Background: an optimization exercise with open tools, aiming at a short achievable clock period and few clock cycles. Do not read the settings as production practice.
At most, simulation tests tie the RTL to the original design; equivalence was not proved.
Power and IR drop assume default switching activity.

==> harbor <==
## frame_responder
module frame_responder (
    input  wire        clk,
    input  wire        rst,           
    input  wire        start,         
    output wire        ready,
    output reg         done,          
    output reg         reply,         
    output reg  [15:0] rx_lat,        
    output wire [1:0]  sess_state,    
    output reg  [10:0] tx_addr,
    input  wire [7:0]  tx_rdata,
    output reg         stg_we,
    output reg  [10:0] stg_addr,
    output reg  [7:0]  stg_wdata,
    output reg         st_req,
    output reg  [1:0]  st_cmd,        
    output reg  [24:0] st_addr,
    output reg  [7:0]  st_wdata,
    output reg  [9:0]  st_name_len,
    input  wire        st_gnt,
    input  wire [7:0]  st_rdata,
    input  wire        st_ok
);
make LEC_CHECK=0 ABC_CLOCK_PERIOD_IN_PS=2500 CAP_MARGIN=20 CORE_MARGIN=2 CORE_UTILIZATION=40 SETUP_SLACK_MARGIN=5 SLEW_MARGIN=20 finish   # period 7.0 ns
run.sh (not shown) runs the stock make flow with config.mk's settings and CLKGATE_MAP_FILE= SYNTH_SCRIPT=/design/flow/synth_recipe.tcl, a recipe that flattens the netlist after the stock synthesis.
==> ember (differences from harbor) <==
--- a/flow/design.v
+++ b/flow/design.v
@@ -69,14 +69,16 @@
             6'd19:   hnext = 6'd40;
             default: hnext = a + 6'd1;
         endcase
     endfunction
     reg [2:0]  state;
     reg        ready_r;
     reg [1:0]  sess;
+    reg [1:0]  mode;            
+    reg [9:0]  pre1;            
     reg [1:0]  sess_new;
     reg        op_arp, op_rrq, op_data, op_ack;    
     assign ready      = ready_r;
     assign sess_state = sess;
     reg [7:0]  tx_q;
     reg [7:0]  rdat_q;
     reg        rok_q;
@@ -201,25 +203,31 @@
     wire tftp_op2  = f44_00 && f45_2;
     wire tftp_op3  = f44_00 && f45_3;
     wire tftp_op4  = f44_00 && f45_4;
     wire data_ok   = ulen_ok && blk_nz;
     wire tftp_any  = tftp_op1 || tftp_op2 || tftp_op3 || tftp_op4;
     wire ip_go     = g_et && et_ip && g_ip && ip_ok;
     wire c_arp     = g_et && et_arp && g_arp && f22_00 && f23_01;
-    wire c_name    = ip_go && (tftp_op1 || tftp_op2) && (sess == SESS_NONE);
-    wire c_data    = ip_go && tftp_op3 && (sess == SESS_WR) && g_ulen && data_ok;
-    wire c_ack     = ip_go && tftp_op4 && (sess == SESS_RD);
+    wire c_name    = ip_go && (tftp_op1 || tftp_op2) && (mode == SESS_NONE);
+    wire c_data    = ip_go && tftp_op3 && (mode == SESS_WR) && g_ulen && data_ok;
+    wire cap_last  = (state == S_CLASS) && (k2 == K_CLASS);
+    wire c_data_now = cap_last && (s2[5:0] == 6'd41) && ip_go && tftp_op3 &&
+                      (mode == SESS_WR) && blk_nz &&
+                      ({ulen[15:8], tx_q} >= 16'd12) && ({ulen[15:8], tx_q} <= 16'd524);
+    wire c_arp_now = cap_last && (s2[5:0] == 6'd23) && g_et && et_arp && f22_00 &&
+                     (tx_q == 8'h01);
+    wire c_ack     = ip_go && tftp_op4 && (mode == SESS_RD);
     wire c_drop    = (g_et && !et_arp && !et_ip) ||
                      (g_et && et_arp && g_arp && !(f22_00 && f23_01)) ||
                      (g_et && et_ip && g_ip &&
                       (!ip_ok || !tftp_any ||
-                       ((tftp_op1 || tftp_op2) && sess != SESS_NONE) ||
-                       (tftp_op3 && sess != SESS_WR) ||
+                       ((tftp_op1 || tftp_op2) && mode != SESS_NONE) ||
+                       (tftp_op3 && mode != SESS_WR) ||
                        (tftp_op3 && g_ulen && !data_ok) ||
-                       (tftp_op4 && sess != SESS_RD)));
+                       (tftp_op4 && mode != SESS_RD)));
     wire nb_zero   = (tx_q == 8'h00);
     wire nb_dot    = (tx_q == 8'h2E);
     wire nb_bad    = (tx_q == 8'h2F) || (tx_q == 8'h5C) || (prev_dot && nb_dot);
     wire name_ret  = (k2 == K_NAME) && !nfound &&
                      (state == S_CLASS || state == S_NAME);
     wire       credit   = f_credit;
     wire [4:0] sdiff    = swp - srp;
@@ -324,14 +332,17 @@
             k1       <= K_NONE;
             k2       <= K_NONE;
             p0       <= 1'b0;
             p1       <= 1'b0;
             p2       <= 1'b0;
             tx_addr  <= {5'd0, cseq(m, 4'd0)};
             s0       <= {4'd0, cseq(m, 4'd0)};
+            pre1     <= {4'd0, cseq(m, 4'd1)};
+            b_left   <= (m != SESS_RD);
+            nrep     <= (m == SESS_RD) ? 10'd512 : 10'd0;
         end
     endtask
     always @(posedge clk) begin
         if (rst) begin
             sess        <= SESS_NONE;
             done        <= 1'b0;
             reply       <= 1'b0;
@@ -362,14 +373,17 @@
             k1          <= K_NONE;
             k2          <= K_NONE;
             p0          <= 1'b0;
             p1          <= 1'b0;
             p2          <= 1'b0;
             tx_addr     <= 11'd14;
             s0          <= 10'd14;
+            pre1        <= 10'd15;
+            b_left      <= 1'b1;
+            nrep        <= 10'd0;
             ci          <= 4'd1;
             arp_iss     <= 2'd0;
             g_et <= 1'b0; g_ip <= 1'b0; g_blk <= 1'b0;
             g_ulen <= 1'b0; g_arp <= 1'b0;
             nis         <= 10'd48;
             nis_end     <= 1'b0;
             nfound      <= 1'b0;
@@ -499,17 +513,17 @@
                             haddr  <= 6'd0;
                             h_left <= 1'b1;
                         end
                     end
                 end
             end
             dec_drop <= (state == S_CLASS) && c_drop;
-            dec_arp  <= (state == S_CLASS) && c_arp;
+            dec_arp  <= (state == S_CLASS) && (c_arp || c_arp_now);
             dec_name <= (state == S_CLASS) && c_name;
-            dec_data <= (state == S_CLASS) && c_data;
+            dec_data <= (state == S_CLASS) && (c_data || c_data_now);
             dec_ack  <= (state == S_CLASS) && c_ack;
             if (name_ret) begin
                 if (!nb_zero) begin
                     prev_dot <= nb_dot;
                     if (nb_bad)
                         name_bad <= 1'b1;
                 end
@@ -518,57 +532,56 @@
                     nlen   <= nb_zero ? (s2 - 10'd48) : 10'd512;
                 end
             end
             case (state)
             S_IDLE: begin
                 k0 <= K_CLASS;
                 sess_new <= sess;
+                mode     <= sess;
                 arp_iss  <= 2'd0;
                 g_et <= 1'b0; g_ip <= 1'b0; g_blk <= 1'b0;
                 g_ulen <= 1'b0; g_arp <= 1'b0;
                 nis      <= 10'd48;
                 nis_end  <= 1'b0;
                 nfound   <= 1'b0;
                 name_bad <= 1'b0;
                 prev_dot <= 1'b0;
                 npre     <= 4'd0;
                 h        <= 6'd0;
                 haddr    <= 6'd2;
                 h_left   <= 1'b1;
                 b        <= 10'd48;
-                b_left   <= (sess != SESS_RD);
                 pay_left <= 10'd0;
                 pay_nz   <= 1'b0;
-                nrep     <= (sess == SESS_RD) ? 10'd512 : 10'd0;
                 rd_fin   <= 1'b0;
                 rd_idone <= 1'b0;
                 krsp     <= 10'd0;
                 kpop     <= 10'd0;
                 wzero    <= 1'b1;
                 fwp <= 3'd0; frp <= 3'd0; fcnt <= 4'd0; f_empty <= 1'b1; f_credit <= 1'b1;
                 swp <= 5'd0; srp <= 5'd0; s_credit_r <= 1'b1;
                 rwp <= 4'd0; rrp <= 4'd0; rcnt <= 5'd0; r_empty <= 1'b1; r_room <= 1'b1;
                 if (start) begin
                     state   <= S_CLASS;
                     ready_r <= 1'b0;
                     k2      <= K_NONE;
                     ci      <= 4'd2;
-                    tx_addr <= {5'd0, cseq(sess, 4'd1)};
-                    s0      <= {4'd0, cseq(sess, 4'd1)};
+                    tx_addr <= {1'b0, pre1};
+                    s0      <= pre1;
                 end
             end
             S_CLASS: begin
                 if (k2 == K_CLASS) begin
                     case (s2[5:0])
                         6'd15: g_et   <= 1'b1;
                         6'd23: g_arp  <= 1'b1;
                         6'd45: g_ip   <= 1'b1;
                         6'd47: begin
                             g_blk <= 1'b1;
-                            if (sess == SESS_RD) begin
+                            if (mode == SESS_RD) begin
                                 rd_mode <= 1'b1;
                                 st_req  <= 1'b1;
                                 st_cmd  <= CMD_READ;
                                 st_addr <= {blk[15:8], tx_q, 9'd0};
                             end
                         end
                         6'd41: g_ulen <= 1'b1;
@@ -576,26 +589,26 @@
                     endcase
                 end
                 if (g_et && et_arp && arp_iss != 2'd2) begin
                     tx_addr <= (arp_iss == 2'd0) ? 11'd22 : 11'd23;
                     s0      <= (arp_iss == 2'd0) ? 10'd22 : 10'd23;
                     k0      <= K_CLASS;
                     arp_iss <= arp_iss + 2'd1;
-                end else if (ci != clen(sess)) begin
-                    tx_addr <= {5'd0, cseq(sess, ci)};
-                    s0      <= {4'd0, cseq(sess, ci)};
+                end else if (ci != clen(mode)) begin
+                    tx_addr <= {5'd0, cseq(mode, ci)};
+                    s0      <= {4'd0, cseq(mode, ci)};
                     k0      <= K_CLASS;
                     ci      <= ci + 4'd1;
-                end else if (sess == SESS_NONE && !nfound && !nis_end) begin
+                end else if (mode == SESS_NONE && !nfound && !nis_end) begin
                     tx_addr <= {1'b0, nis};
                     s0      <= nis;
                     k0      <= K_NAME;
                     nis     <= nis + 10'd1;
                     nis_end <= (nis == 10'd559);
-                end else if (sess == SESS_WR && !dec_drop && !dec_arp &&
+                end else if (mode == SESS_WR && !dec_drop && !dec_arp &&
                              !dec_data && s_credit_r && f_credit && npre != 4'd12) begin
                     tx_addr <= {1'b0, b};
                     s0      <= b;
                     k0      <= K_STR;
                     p0      <= 1'b1;
                     b       <= b + 10'd1;
                     npre    <= npre + 4'd1;
@@ -613,15 +626,15 @@
                     b_left   <= 1'b1;
                     rx_lat   <= LAT_ARP;
                     rd_mode  <= 1'b0;
                     st_req   <= 1'b0;
                     rcnt     <= 5'd0;
                     r_empty  <= 1'b1;
                     r_room   <= 1'b1;
-                    sess_new <= sess;
+                    sess_new <= mode;
                 end else if (dec_name) begin
                     op_arp  <= 1'b0;
                     op_rrq  <= tftp_op1;
                     op_data <= 1'b0;
                     op_ack  <= 1'b0;
                     state   <= S_NAME;
                 end else if (dec_data) begin
@@ -670,22 +683,22 @@
                 if (!nfound && !nis_end) begin
                     tx_addr <= {1'b0, nis};
                     s0      <= nis;
                     k0      <= K_NAME;
                     nis     <= nis + 10'd1;
                     nis_end <= (nis == 10'd559);
                 end
-                if (nfound) begin
+                if (nfound || (name_ret && nb_zero)) begin
                     if (name_bad) begin
                         finish(1'b0);
                     end else begin
                         state       <= S_OPEN;
                         st_req      <= 1'b1;
                         st_cmd      <= op_rrq ? CMD_OPEN_RD : CMD_OPEN_WR;
-                        st_name_len <= nlen;
+                        st_name_len <= nfound ? nlen : (s2 - 10'd48);
                         str_on      <= 1'b1;
                         k0          <= K_NONE;
                         if (op_rrq) begin
                             blk_rep <= 16'd1;
                             nrep    <= 10'd512;
                             b_left  <= 1'b0;
                         end else begin
@@ -693,33 +706,35 @@
                             nrep    <= 10'd0;
                         end
                     end
                 end
             end
             S_OPEN: begin
                 if (st_gnt) begin
-                    st_req <= 1'b0;
                     state  <= S_OPW1;
+                    if (op_rrq) begin
+                        rd_mode <= 1'b1;
+                        st_req  <= 1'b1;
+                        st_cmd  <= CMD_READ;
+                        st_addr <= 25'd0;
+                    end else begin
+                        st_req  <= 1'b0;
+                    end
                 end
             end
             S_OPW1: begin
                 state <= S_OPW2;
             end
             S_OPW2: begin
                 if (!rok_q) begin
                     finish(1'b0);
                 end else begin
                     state  <= S_RUN;
                     commit <= 1'b1;
-                    if (op_rrq) begin
-                        rd_mode <= 1'b1;
-                        st_req  <= 1'b1;
-                        st_cmd  <= CMD_READ;
-                        st_addr <= 25'd0;
-                    end else begin
+                    if (!op_rrq) begin
                         sess_new <= SESS_WR;
                         rx_lat   <= 16'd68;
                     end
                 end
             end
             S_RUN: begin
                 if (run_end)
- CORE_UTILIZATION: 40 -> 55
==> comparison table <==
Result of the run: harbor no timing/DRC/antenna violations; ember no timing/DRC/antenna violations
Tap cells: harbor 1287; ember 959
Number of instances resized during post-cts repair: harbor 1062; ember 1149
Worst-case setup slack after placement: harbor 3.32 ns; ember 2.53 ns
Utilization after layout: harbor 53.0%; ember 73.7%
Sequential share of power: harbor 42.9%; ember 41.7%
Met2 global-route usage: harbor 37.3%; ember 53.4%
Share of cell area taken by multi-input logic gates: harbor 33.2%; ember 35.2%
Buffers & Inverters on Critical Path: harbor 2; ember 1
Footprint of the multi-input gates: harbor 0.0172 mm^2; ember 0.0189 mm^2
Number of CTS-inserted buffers: harbor 99; ember 94
Synthesis-stage register bit count: harbor 914; ember 917
Half-perimeter wire length after detailed placement: harbor 72.4 mm; ember 75.3 mm
Pin count of the biggest net entering global routing: harbor 65; ember 41
Number of synthesized flops with an enable pin: harbor 530; ember 532
Global-route usage over all layers: harbor 22.6%; ember 32.5%
Testbench counts of ember, summed over its fixed seeds: cycles 283,971.
The RTL of harbor was laid out without a check of its function.

what the ideal ports hide:
The results above use ideal ports. As a check the final layouts listed here were re-extracted and re-timed, cells and wires unchanged.
Step 1 assumes that a clkbuf_16 drives the clock port and a buf_2 every other input.
Step 2 moves the port delays by t, midway between the first and last clock arrival at a register: inputs arrive t later, outputs are due t later. That takes back most of the time a late clock gives input paths.
a / b / c = ideal / step 1 / step 2; a / b = the first two.
run | t (ns) | slack for setup (ns) | slew at the worst register clock pin (ns) | worst data-port slew with drivers (ns)
harbor | 0.750 | 4.354 / 4.283 / 3.946 | 0.07 / 0.07 | 0.09
ember | 0.706 | 4.427 / 4.356 / 4.135 | 0.07 / 0.07 | 0.27
After both steps every run listed still meets setup and hold. For harbor, which loses most, drivers alone change the setup slack by -0.071 ns; drivers and shift together by -0.408 ns.
